Context: an optimization exercise on an open-source flow, tuned for small area, a short achievable clock period and few clock cycles. The choices shown serve that exercise and are no tape-out recipe. Function was checked by simulation only, so behaviour that the tests miss may differ from the original. Power is estimated from default activity; no workload was simulated.

Design rs485_frame_asm, start of the top module:
module rs485_frame_asm (
    input  wire         clk,
    input  wire         rst,
    input  wire [255:0] addr_map,
    input  wire         in_valid,
    input  wire [7:0]   in_data,
    output wire         in_ready,
    output wire         out_valid,
    output wire [7:0]   out_data,
    output wire         out_last,
    input  wire         out_ready,
    output wire         idle
);
==> flow/config.mk <==
export PLATFORM = sky130hd
export DESIGN_NAME = rs485_frame_asm
export DESIGN_NICKNAME = rs485_frame_asm
export VERILOG_FILES = /design/flow/design.v
export SDC_FILE = /design/flow/constraint.sdc
export NUM_CORES = 8
export LEC_CHECK = 0
export ABC_AREA = 1
export CAP_MARGIN = 20
export CORE_MARGIN = 2
export CORE_UTILIZATION = 60
export CTS_CLUSTER_DIAMETER = 80
export CTS_CLUSTER_SIZE = 24
export PLACE_DENSITY = 0.7
export SLEW_MARGIN = 20
export SYNTH_MEMORY_MAX_BITS = 4096
==> flow/constraint.sdc <==
create_clock -name core_clock -period 12.0 [get_ports {clk}]
set_input_delay 2.4000 -clock core_clock [delete_from_list [all_inputs] [get_ports {clk}]]
set_output_delay 2.4000 -clock core_clock [all_outputs]
set_load 0.01 [all_outputs]
standard.sh (not shown) runs the stock make flow with config.mk's settings and CLKGATE_MAP_FILE= SYNTH_SCRIPT=/design/flow/synth_recipe.tcl, a recipe that flattens the netlist after the stock synthesis.
==> flow/flow/run.sh <==
#!/bin/bash
set -euo pipefail
bash standard.sh SETUP_SLACK_MARGIN=8.25 \
  "BUFFER_PORTS_ARGS=-buffer_cell sky130_fd_sc_hd__buf_1" \
  "CTS_ARGS=-sink_clustering_enable -repair_clock_nets -sink_clustering_size 16 -sink_clustering_max_diameter 60 -dont_use_dummy_load -buf_list sky130_fd_sc_hd__clkbuf_8" \
  finish > standard_flow.log 2>&1
The baseline finished clean.
Testbench counts at the start, summed over its fixed seeds: cycles 17,074.
Then changed:
--- a/flow/design.v
+++ b/flow/design.v
@@ -7,19 +7,19 @@
     output wire         in_ready,
     output wire         out_valid,
     output wire [7:0]   out_data,
     output wire         out_last,
     input  wire         out_ready,
     output wire         idle
 );
-    localparam integer R  = 261;         
+    localparam integer R  = 264;         
     localparam integer TD = 3;           
     localparam integer NT = R >> TD;
-    localparam integer K  = 3;           
-    localparam [8:0]   RM = 9'd260;
+    localparam integer K  = 2;           
+    localparam [8:0]   RM = 9'd263;
     function [15:0] crcstep;
         input [15:0] c;
         input [7:0]  b;
         integer i;
         reg [15:0] r;
         begin
             r = c ^ {8'h00, b};
@@ -38,15 +38,15 @@
     endfunction
     function [8:0] subm;
         input [8:0] a;
         input [8:0] b;
         reg [9:0] d;
         begin
             d = {1'b0, a} - {1'b0, b};
-            subm = d[9] ? (d[8:0] + 9'd261) : d[8:0];
+            subm = d[9] ? (d[8:0] + 9'd264) : d[8:0];
         end
     endfunction
     reg [8*R-1:0] ring;
     reg [8:0]     Tn;             
     reg [8:0]     Tnn;            
     reg [255:0]   addr_mask;
     reg [7:0]     ib0, ib1;       
@@ -91,14 +91,16 @@
     reg           ord_v;          
     reg [8:0]     rd_s;
     reg [1:0]     rd_i;           
     reg [8:0]     rd_rem;         
     reg [8:0]     rd_st;          
     reg           out_valid_r, out_last_r;
     reg [7:0]     out_data_r;
+    reg           out_last_h;
+    reg [7:0]     out_data_h;
     reg           idle_r;
     assign in_ready  = in_ready_r;
     assign out_valid = out_valid_r;
     assign out_data  = out_data_r;
     assign out_last  = out_last_r;
     assign idle      = idle_r;
     integer k, j;
@@ -157,14 +159,15 @@
     wire wp_live   = cons_last ? wl1 : wl0;
     wire can_write = ring_empty | (sync_r & ~wp_live);
     wire [7:0] rtap = ring[8*R-1 -: 8];    
     wire live_consume = ~resc & (icnt != 2'd0) & ~ins_v & ~trig_cond & can_write;
     wire resc_consume = resc & ~rsk & (rs == Tn) & (rs != wp) & ~ins_v;
     wire resc_skip    = resc & rsk & (rs == Tn) & (rs != wp);
     wire consume = live_consume | resc_consume;
+    wire resc_last = (resc_consume | resc_skip) & (inc9(rs) == wp);
     wire [7:0] cbyte = resc ? rtap : ib0;
     wire [8:0] cslot = resc ? rs : Tn;
     wire [8:0] prev_slot = dec9(resc ? rs : wp);
     wire       prev_isaddr = pbv & addr_mask[pb];
     reg [K-1:0] e_done, e_pass;
     always @(*) begin
         for (k = 0; k < K; k = k + 1) begin
@@ -183,16 +186,19 @@
         end
         for (k = 0; k < K; k = k + 1) begin
             p2_oh[k] = e_pass[k] & ~p1_oh[k];
             for (j = 0; j < K; j = j + 1)
                 if (j != k && e_pass[j] && !p1_oh[j] && older[j*K+k]) p2_oh[k] = 1'b0;
         end
         p1_v = |p1_oh; p2_v = |p2_oh;
-        p1_i = p1_oh[1] ? 2'd1 : p1_oh[2] ? 2'd2 : 2'd0;
-        p2_i = p2_oh[1] ? 2'd1 : p2_oh[2] ? 2'd2 : 2'd0;
+        p1_i = 2'd0; p2_i = 2'd0;
+        for (k = 0; k < K; k = k + 1) begin
+            if (p1_oh[k]) p1_i = k[1:0];
+            if (p2_oh[k]) p2_i = k[1:0];
+        end
     end
     reg [K-1:0] nw_p1, nw_p2;     
     always @(*) begin
         for (k = 0; k < K; k = k + 1) begin
             nw_p1[k] = (k[1:0] != p1_i) & older[p1_i*K+k];
             nw_p2[k] = (k[1:0] != p2_i) & older[p2_i*K+k];
         end
@@ -259,15 +265,15 @@
     wire       rd_lastb = (rd_i == 2'd3) & (rd_rem == 9'd1);
     wire [3:0] qh1 = qh + 4'd1;
     reg  [8:0] pf_st;                    
     wire [8:0] rd_st_inc = (rd_st == RM) ? 9'd0 : rd_st + 9'd1;
     wire quiet = (icnt == 2'd0) & ~resc & ~ins_v & ~emit & ~trig_cond &
                  ~q_emitted & ~ord_v & ~out_valid_r;
     wire [7:0] rtap2 = ring[8*(R-1)-1 -: 8];    
-    wire       la_resc = (resc & (rs != wp)) | trig_cond;
+    wire       la_resc = (resc & (rs != wp) & ~resc_last) | trig_cond;
     reg  [7:0] nb;
     always @(*) begin
         if (la_resc)                         nb = rtap2;
         else if (live_consume)               nb = (icnt == 2'd2) ? ib1 : in_data;
         else                                 nb = (icnt != 2'd0) ? ib0 : in_data;
     end
     reg [15:0] crc_nx [0:K-1];
@@ -384,15 +390,15 @@
             end
             if (trig_cond) begin
                 resc <= 1'b1;
                 rsk  <= ov_skip;
                 pbv  <= 1'b0;
                 pins_v <= 1'b0;
             end else if (resc) begin
-                if (rs == wp) resc <= 1'b0;
+                if (rs == wp || resc_last) resc <= 1'b0;
                 if (resc_skip && rsk_i == 2'd3 && rsk_rem == 9'd1) rsk <= 1'b0;
             end
             if (!ord_v) begin
                 if (q_emitted) begin
                     ord_v <= 1'b1;
                     qh    <= qh1;
                 end
@@ -494,13 +500,15 @@
                 rd_s  <= qs[qh[2:0]];
                 rd_i  <= 2'd0;
                 rd_st <= pf_st;
             end
         end else begin
             rd_st <= rd_st_inc;
         end
-        if (rd_take) begin
-            out_data_r  <= obyte;
-            out_last_r  <= rd_lastb;
+        out_data_r <= rd_take ? obyte : out_data_h;
+        out_last_r <= rd_take ? rd_lastb : out_last_h;
+        if (rd_take || !out_valid_r) begin
+            out_data_h <= obyte;
+            out_last_h <= rd_lastb;
         end
     end
 endmodule
What happened: Wire length goes down by 9.9%. Cell count fell by 3.0%. Die area goes down by 2.5%. Hold slack degrades by 0.057 ns. Final area fell by 2.6%. Total power decreases by 1.8%. Non-clock buffer count drops by 22. Synthesized cell count shrinks by 2.0%. Clock skew rose by 0.060 ns. Sequential share of layout area climbs by 1.1 points. Global-route usage goes down by 1.8 points. Maximum frequency climbs by 1.1%. Setup slack gets better by 0.044 ns.
Testbench counts after the change, summed over its fixed seeds: cycles 17,285.

==> static timing again, ports no longer ideal <==
The flow's constraints put no driver on any port. The routed layouts listed below were extracted and timed again, unchanged, in two steps. Step 1 (the two cells are an assumption about what drives the block):
set clk [get_ports {clk}]
set_driving_cell -lib_cell sky130_fd_sc_hd__clkbuf_16 $clk
set_driving_cell -lib_cell sky130_fd_sc_hd__buf_2 [delete_from_list [all_inputs] $clk]
Step 2, shift: input delay + t, output delay - t, t = (earliest + latest rising clock arrival at the registers) / 2. This alone moves slack from input paths to output paths. a / b / c = ideal / step 1 / step 2; a / b = the first two.
run | t, ns | setup WS [ns] | worst register clock-pin slew, ns | cell pins on the clock port's net
the first run | 0.967 | 8.112 / 8.040 / 7.448 | 0.11 / 0.11 | 1
the second run | 0.935 | 8.155 / 8.085 / 7.437 | 0.11 / 0.11 | 1
After both steps every run listed still meets setup and hold. The setup slack of the second run, which loses most, moves by -0.070 ns with the drivers and by -0.718 ns with both steps.
